From an optimization exercise on the open Yosys and OpenROAD flow, aimed at small area, a short achievable clock period and few clock cycles per item; shortcuts taken in it are not production practice.
The RTL was checked by simulation tests, not by an equivalence proof against the original design.
Power and IR drop assume default switching activity.

## job 2152
Design cc8_rx, start of the top module:
module cc8_rx (
    input  wire         clk,
    input  wire         rst,         
    input  wire         in_valid,
    input  wire [15:0]  in_edge,     
    input  wire         in_last,     
    output wire         in_ready,
    output reg          out_valid,   
    output wire [127:0] rxb,         
    output wire [7:0]   nbits,       
    output wire         dec_err,     
    output wire [7:0]   zrun_cnt,    
    output wire [4:0]   oct_cnt,     
    output wire [7:0]   crc          
);
Size in the first run: roughly 660 cells after synthesis, about 220 flip-flops, about 180 I/O pins, ~9300 sq um of cells after synthesis.
==> flow/config.mk <==
export PLATFORM = sky130hd
export DESIGN_NAME = cc8_rx
export DESIGN_NICKNAME = cc8_rx
export VERILOG_FILES = /design/flow/design.v
export SDC_FILE = /design/flow/constraint.sdc
export NUM_CORES = 4
export LEC_CHECK = 0
export CAP_MARGIN = 20
export CORE_MARGIN = 2
export CORE_UTILIZATION = 40
export SLEW_MARGIN = 20
==> flow/constraint.sdc <==
create_clock -name core_clock -period 20.0 [get_ports {clk}]
set_input_delay 4.0000 -clock core_clock [delete_from_list [all_inputs] [get_ports {clk}]]
set_output_delay 4.0000 -clock core_clock [all_outputs]
set_load 0.01 [all_outputs]
standard.sh (not shown) runs the stock make flow with config.mk's settings and CLKGATE_MAP_FILE= SYNTH_SCRIPT=/design/flow/synth_recipe.tcl, a recipe that flattens the netlist after the stock synthesis.
==> flow/flow/run.sh <==
#!/bin/bash
set -euo pipefail
bash standard.sh "BUFFER_PORTS_ARGS=-buffer_cell sky130_fd_sc_hd__buf_1" "SETUP_SLACK_MARGIN=14.6" finish > flow_standard.log 2>&1
In summary, job 2152 completed successfully, with a layout that passed the timing, design-rule and antenna checks.
Testbench counts of job 2152, summed over its fixed seeds: cycles 7,968, frames 192.
Changes in job 916 relative to job 2152:
==> flow/run.sh (new file) <==
#!/bin/bash
# synth_recipe.tcl (not shown) runs the flow's synth.tcl, then flattens the netlist and writes it again
# the make line also repeats each setting of config.mk as NAME=value (left out here)
make -C /OpenROAD-flow-scripts/flow DESIGN_CONFIG=/design/flow/config.mk WORK_HOME=/design/flow/orfs CLKGATE_MAP_FILE= SYNTH_SCRIPT=/design/flow/synth_recipe.tcl finish
removed: flow/flow/run.sh
removed: flow/standard.sh
==> run summary <==
- Final design utilization, job 2152 and job 916: lower on job 2152
- Global-route wire length before repair | job 916 above job 2152
- Re half-perimeter wire length after placement: job 2152 and job 916 aren't equal, and the higher value belongs to job 916.
- Looking at overall power, job 916 sits 2.3% above job 2152.
- Between job 916 and job 2152, it is job 916 whose switching part of the total power is lower, by 0.40 points.
- Per the comparison of job 916 with job 2152, post-route worst setup slack fell 0.46 ns, share of final-layout standard cells stronger than drive strength 1 fell by 0.40 points, total number of cells along the worst setup path did not really move, design area went up about 10%.

* * *

run A:
cc8_rx, a different RTL version from the one above (not shown whole).
For scale: ~210 flip-flops, about 0.0088 mm2 of cells after synthesis.
clock: 20.0 ns
lec_check: 0
cap_margin: 20
core_margin: 2
core_utilization: 65
slew_margin: 20
==> flow/flow/run.sh <==
#!/bin/bash
# The standard layout (standard.sh) with three changes of how it is made:
#  - port buffers are buf_1 instead of the delay buffer buffer_ports picks,
#  - repair_timing aims at a setup slack of 14.8 ns (the clock stays 20 ns),
#  - CTS inserts no dummy loads.
set -euo pipefail
CTS="-sink_clustering_enable -repair_clock_nets -sink_clustering_size 28 -sink_clustering_max_diameter 300 -buf_list sky130_fd_sc_hd__clkbuf_16 -dont_use_dummy_load"
bash standard.sh "BUFFER_PORTS_ARGS=-buffer_cell sky130_fd_sc_hd__buf_1" \
    "SETUP_SLACK_MARGIN=14.8" "CTS_ARGS=$CTS" finish > flow_standard.log 2>&1
The final layout from run A, which completed every stage, passed the timing, design-rule and antenna checks at the end of the flow.
Testbench counts of run A, summed over its fixed seeds: cycles 7,968, frames 192.
Input changes introduced in run B (baseline for comparison: run A):
==> flow/flow/run.sh <==
#!/bin/bash
# The standard layout (standard.sh) with three changes of how it is made:
#  - port buffers are buf_1 instead of the delay buffer buffer_ports picks,
#  - repair_timing aims at a setup slack of 14.87 ns (the clock stays 20 ns),
#  - CTS clusters up to 28 flip-flops per clkbuf_16 and inserts no dummy loads.
# Each tool's full output goes to the ORFS logs under orfs/logs/, and
# standard.sh's own output to flow_standard.log.
set -euo pipefail
CTS="-sink_clustering_enable -repair_clock_nets -sink_clustering_size 28 -sink_clustering_max_diameter 300 -buf_list sky130_fd_sc_hd__clkbuf_16 -dont_use_dummy_load"
bash standard.sh "BUFFER_PORTS_ARGS=-buffer_cell sky130_fd_sc_hd__buf_1" \
    "SETUP_SLACK_MARGIN=14.87" "CTS_ARGS=$CTS" finish > flow_standard.log 2>&1
--- outcome ---
On clock-cell share of area, run A and run B are basically level.
Of run A and run B, run A shows the lower number of vias in the routed layout, with run B above it.
Diff run A -> run B | final critical-path required period | decrease of 0.024 ns
Run A and run B ended up with nearly the same total wire length after detailed routing.
Reported for run A and run B, number of cells on the critical path turned out identical to the last digit.
Compare run A and run B | register fraction of the total cell area lower: run B
### run B -> run C
==> flow/flow/run.sh <==
#!/bin/bash
# The standard layout (standard.sh) with three changes of how it is made:
#  - port buffers are buf_1 instead of the delay buffer buffer_ports picks,
#  - repair_timing aims at a setup slack of 14.87 ns (the clock stays 20 ns),
#  - CTS inserts no dummy loads.
set -euo pipefail
CTS="-sink_clustering_enable -repair_clock_nets -sink_clustering_size 25 -sink_clustering_max_diameter 300 -buf_list sky130_fd_sc_hd__clkbuf_16 -dont_use_dummy_load"
bash standard.sh "BUFFER_PORTS_ARGS=-buffer_cell sky130_fd_sc_hd__buf_1" \
    "SETUP_SLACK_MARGIN=14.87" "CTS_ARGS=$CTS" finish > flow_standard.log 2>&1
[summary]
Looking at time the worst path needs with I/O delays and setup, run C sits below run B. Looking at run C and run B, the final core area utilization is a wash. Per the final summary, run C finished and its layout is clean on timing, DRC and antenna. Looking at met2 capacity usage during global routing, run C sits above run B.

* * *

build 3:
RTL: one of the versions met above, not the one the previous note started from.
Size in the first run: roughly 660 cells after synthesis, ~220 flip-flops, roughly 180 I/O pins.
export LEC_CHECK = 0
export CAP_MARGIN = 20
export CORE_MARGIN = 2
export CORE_UTILIZATION = 70
export SLEW_MARGIN = 20
create_clock -name core_clock -period 20.0 [get_ports {clk}]
==> flow/flow/run.sh <==
#!/bin/bash
# Standard layout, except that the port buffers are the plain buf_1 cell
# instead of the delay buffer buffer_ports picks by default.
set -euo pipefail
bash standard.sh "BUFFER_PORTS_ARGS=-buffer_cell sky130_fd_sc_hd__buf_1" finish > flow_standard.log 2>&1
Testbench counts of build 3, summed over its fixed seeds: cycles 7,968, frames 192.
The following lists how build 7 was set up differently from build 3:
- changing CORE_UTILIZATION from 70 to 40
==> run summary <==
On clock skew, build 7 tracks build 3 almost exactly.
In build 7, power in the clock group is higher than in build 3.
Of the two candidates, build 3 has the better post-route standard cell area excluding fillers and build 7 the worse one.
| floorplan die area | build 7 vs build 3 | about 70% higher |
Compare build 3 and build 7 | fmax higher: build 7
For build 1, these inputs were changed with respect to build 7:
==> flow/flow/run.sh <==
#!/bin/bash
set -euo pipefail
bash standard.sh "BUFFER_PORTS_ARGS=-buffer_cell sky130_fd_sc_hd__buf_1" "SETUP_SLACK_MARGIN=15" finish > flow_standard.log 2>&1
Re layout-stage area growth over the synthesis result: build 1 and build 7 aren't equal, and the lower value belongs to build 7.
Taking build 7 as the reference, in build 1 count of non-CTS buffers in the layout increased about 15%, number of standard cells in the layout, taps in and fillers out now larger, global-route usage went up by 0.29 points.
Input changes introduced in build 88 (baseline for comparison: build 1):
- putting CTS_CLUSTER_SIZE at 16 where nothing was set
- putting CTS_CLUSTER_DIAMETER at 200 where nothing was set
- putting CTS_BUF_LIST at sky130_fd_sc_hd__clkbuf_8 where nothing was set
==> flow/flow/run.sh <==
#!/bin/bash
# Standard layout, except that the port buffers are the plain buf_1 cell
# instead of the delay buffer buffer_ports picks by default.
set -euo pipefail
bash standard.sh "BUFFER_PORTS_ARGS=-buffer_cell sky130_fd_sc_hd__buf_1" finish > flow_standard.log 2>&1
--- outcome ---
Part of the power in the clock network: build 88 lower than build 1
Compared with build 1, in build 88 buffers inserted during post-CTS setup optimization moved down, post-detailed-route count of antenna-violating nets about even, number of buffers on the longest clock path did not really move, average via count per standard cell rose by 0.055.
Diff build 1 -> build 88: cell area power density lower, leakage dissipation decreased by 18% relative to the old numbers, worst hold slack now larger.
## Diff of input files: build 24 against build 88
- CTS_CLUSTER_DIAMETER removed (was 200)
- CTS_CLUSTER_SIZE changed from 16 to 30
- CTS_BUF_LIST changed from sky130_fd_sc_hd__clkbuf_8 to sky130_fd_sc_hd__clkbuf_4 sky130_fd_sc_hd__clkbuf_8
### Flow results
Every stage of the flow completed for build 24, and the final layout passed the timing, design-rule and antenna checks. The multi-input logic portion of the cell area in build 24 sits 1.2 points below the value recorded for build 88. The higher time the final worst path needs with I/O delays and setup came out of build 88. Between build 24 and build 88, it is build 24 whose total global-route track usage is higher, by 0.46 points. In build 24 relative to build 88, non-filler instance count after layout had gone up by a few percent. Comparing build 24 against build 88, there is no change at all in multiplexer fraction of the synthesized cell area. Changes observed in build 24 relative to build 88: minimum hold slack up 0.0080 ns; proportion of cell area spent on the clock network up 4.5 points; switching fraction of total power down 1.3 points; sequential share of layout area down 2.8 points.
#### Input delta (build 79 over build 24)
- CTS_CLUSTER_DIAMETER now 300, previously not set
- CTS_CLUSTER_SIZE now 25, was 30
- CTS_BUF_LIST now sky130_fd_sc_hd__clkbuf_16, was sky130_fd_sc_hd__clkbuf_4 sky130_fd_sc_hd__clkbuf_8
Results
Diff build 24 -> build 79: worst hold margin went down 0.0039 ns, power fell by about 16%. Build 79 vs build 24 — final instance area dropped 3.8%. [build 79 vs build 24] clock latency on the worst-skew pair: lower in build 79. Build 79 ends up with lower via count than build 24 does.

* * *

Setup of run 1:
RTL: one of the versions met above, not the one the previous note started from.
Size in the first run: roughly 610 cells after synthesis, roughly 180 I/O pins, about 0.0088 mm2 of cells after synthesis.
Settings: LEC_CHECK=0, CAP_MARGIN=20, CORE_MARGIN=2, CORE_UTILIZATION=65, SLEW_MARGIN=20; clock period 20.0 ns.
==> flow/flow/run.sh <==
#!/bin/bash
# The standard layout (standard.sh) with three changes of how it is made:
#  - port buffers are buf_1 instead of the delay buffer buffer_ports picks,
#  - repair_timing aims at a setup slack of 14.87 ns (the clock stays 20 ns),
#  - CTS clusters up to 25 flip-flops per clkbuf_16 and inserts no dummy loads.
# Each tool's full output goes to the ORFS logs under orfs/logs/, and
# standard.sh's own output to flow_standard.log.
set -euo pipefail
CTS="-sink_clustering_enable -repair_clock_nets -sink_clustering_size 25 -sink_clustering_max_diameter 300 -buf_list sky130_fd_sc_hd__clkbuf_16 -dont_use_dummy_load"
bash standard.sh "BUFFER_PORTS_ARGS=-buffer_cell sky130_fd_sc_hd__buf_1" \
    "SETUP_SLACK_MARGIN=14.87" "CTS_ARGS=$CTS" finish > flow_standard.log 2>&1
Run 1 | status: complete | timing, DRC, antenna: pass
Testbench counts of run 1, summed over its fixed seeds: cycles 7,968, frames 192.
Here is what was changed in the inputs of run 2 compared with run 1.
==> flow/flow/run.sh <==
#!/bin/bash
# The standard layout (standard.sh) with three changes of how it is made:
#  - port buffers are buf_1 instead of the delay buffer buffer_ports picks,
#  - repair_timing aims at a setup slack of 14.8 ns (the clock stays 20 ns),
#  - CTS inserts no dummy loads.
set -euo pipefail
CTS="-sink_clustering_enable -repair_clock_nets -sink_clustering_size 25 -sink_clustering_max_diameter 300 -buf_list sky130_fd_sc_hd__clkbuf_16 -dont_use_dummy_load"
bash standard.sh "BUFFER_PORTS_ARGS=-buffer_cell sky130_fd_sc_hd__buf_1" \
    "SETUP_SLACK_MARGIN=14.8" "CTS_ARGS=$CTS" finish > flow_standard.log 2>&1
Notes after the runs:
- Every run in the comparison, run 1 and run 2, completed the flow with a clean layout.
- [diff] post-placement setup slack, run 2 relative to run 1: regression
- Global-route wire length before repair down 370 um in run 2 wrt run 1
- Between run 1 and run 2, the total length of routed wires does not differ in any meaningful way.
- Setup WNS run 1 -> run 2: worse
- In the metrics for run 1 and run 2, the one carrying the lower worst relative slew slack is run 2.
[inputs] run 3 vs run 2
==> flow/flow/run.sh <==
#!/bin/bash
# The standard layout (standard.sh) with three changes of how it is made:
#  - port buffers are buf_1 instead of the delay buffer buffer_ports picks,
#  - repair_timing aims at a setup slack of 14.93 ns (the clock stays 20 ns),
#  - CTS clusters up to 28 flip-flops per clkbuf_16 and inserts no dummy loads.
# Each tool's full output goes to the ORFS logs under orfs/logs/, and
# standard.sh's own output to flow_standard.log.
set -euo pipefail
CTS="-sink_clustering_enable -repair_clock_nets -sink_clustering_size 28 -sink_clustering_max_diameter 300 -buf_list sky130_fd_sc_hd__clkbuf_16 -dont_use_dummy_load"
bash standard.sh "BUFFER_PORTS_ARGS=-buffer_cell sky130_fd_sc_hd__buf_1" \
    "SETUP_SLACK_MARGIN=14.93" "CTS_ARGS=$CTS" finish > flow_standard.log 2>&1
## What came out
Post-route cell area ends up lower on run 2. Count of cells resized by post-cts repair: run 3 vs run 2 up 2. The higher part of the total power dissipated in combinational logic of run 2 and run 3 is in run 3. Comparing run 2 and run 3, the lower shortest clock period the worst path allows after layout was measured on run 3. Diff run 2..run 3 | number of enable-type register cells in the synthesized netlist | unchanged. Per the comparison of run 3 with run 2, post-CTS setup-driven buffer insertion count picked up an extra 9, met2 layer usage reported by global route grew by 0.85 points. [compare] base=run 2 new=run 3: global-route usage barely changed, clock transition at the registers of the reported paths barely changed.

==> static timing again, ports no longer ideal <==
The flow's constraints put no driver on any port. The routed layouts listed below were extracted and timed again, unchanged, in two steps.
Step 1 (the two cells are an assumption about what drives the block):
set clk [get_ports {clk}]
set_driving_cell -lib_cell sky130_fd_sc_hd__clkbuf_16 $clk
set_driving_cell -lib_cell sky130_fd_sc_hd__buf_2 [delete_from_list [all_inputs] $clk]
Step 2 adds t to the input delays and takes it off the output delays; t is the mean of the earliest and latest rising clock arrival at the registers after step 1. Input paths then give back, and output paths get back, about the clock's delay inside the block.
a / b / c = ideal / step 1 / step 2; a / b = the first two.
run | shift t [ns] | setup slack, ns | worst setup path after step 2 | worst register clock-pin slew, ns
job 2152 | 0.559 | 14.678 / 14.634 / 15.127 | input to register | 0.06 / 0.06
job 916 | 0.544 | 14.214 / 14.170 / 14.715 | register to output | 0.06 / 0.06
run A | 0.488 | 14.867 / 14.826 / 14.701 | input to register | 0.11 / 0.11
run B | 0.488 | 14.890 / 14.847 / 14.716 | input to register | 0.11 / 0.11
run C | 0.482 | 14.921 / 14.878 / 14.707 | input to register | 0.10 / 0.10
build 3 | 0.526 | 14.611 / 14.571 / 15.097 | register to output | 0.06 / 0.06
build 7 | 0.557 | 14.645 / 14.601 / 15.106 | input to register | 0.06 / 0.06
build 1 | 0.558 | 14.874 / 14.829 / 15.105 | input to register | 0.06 / 0.06
build 88 | 0.559 | 14.619 / 14.578 / 15.116 | input to register | 0.12 / 0.12
build 24 | 0.552 | 14.646 / 14.605 / 15.134 | input to register | 0.06 / 0.06
build 79 | 0.504 | 14.675 / 14.631 / 15.117 | input to register | 0.11 / 0.11
run 1 | 0.482 | 14.921 / 14.878 / 14.707 | input to register | 0.10 / 0.10
run 2 | 0.486 | 14.844 / 14.802 / 14.679 | input to register | 0.10 / 0.10
run 3 | 0.484 | 14.922 / 14.879 / 14.718 | input to register | 0.10 / 0.10
After both steps setup and hold are still met in every run listed.
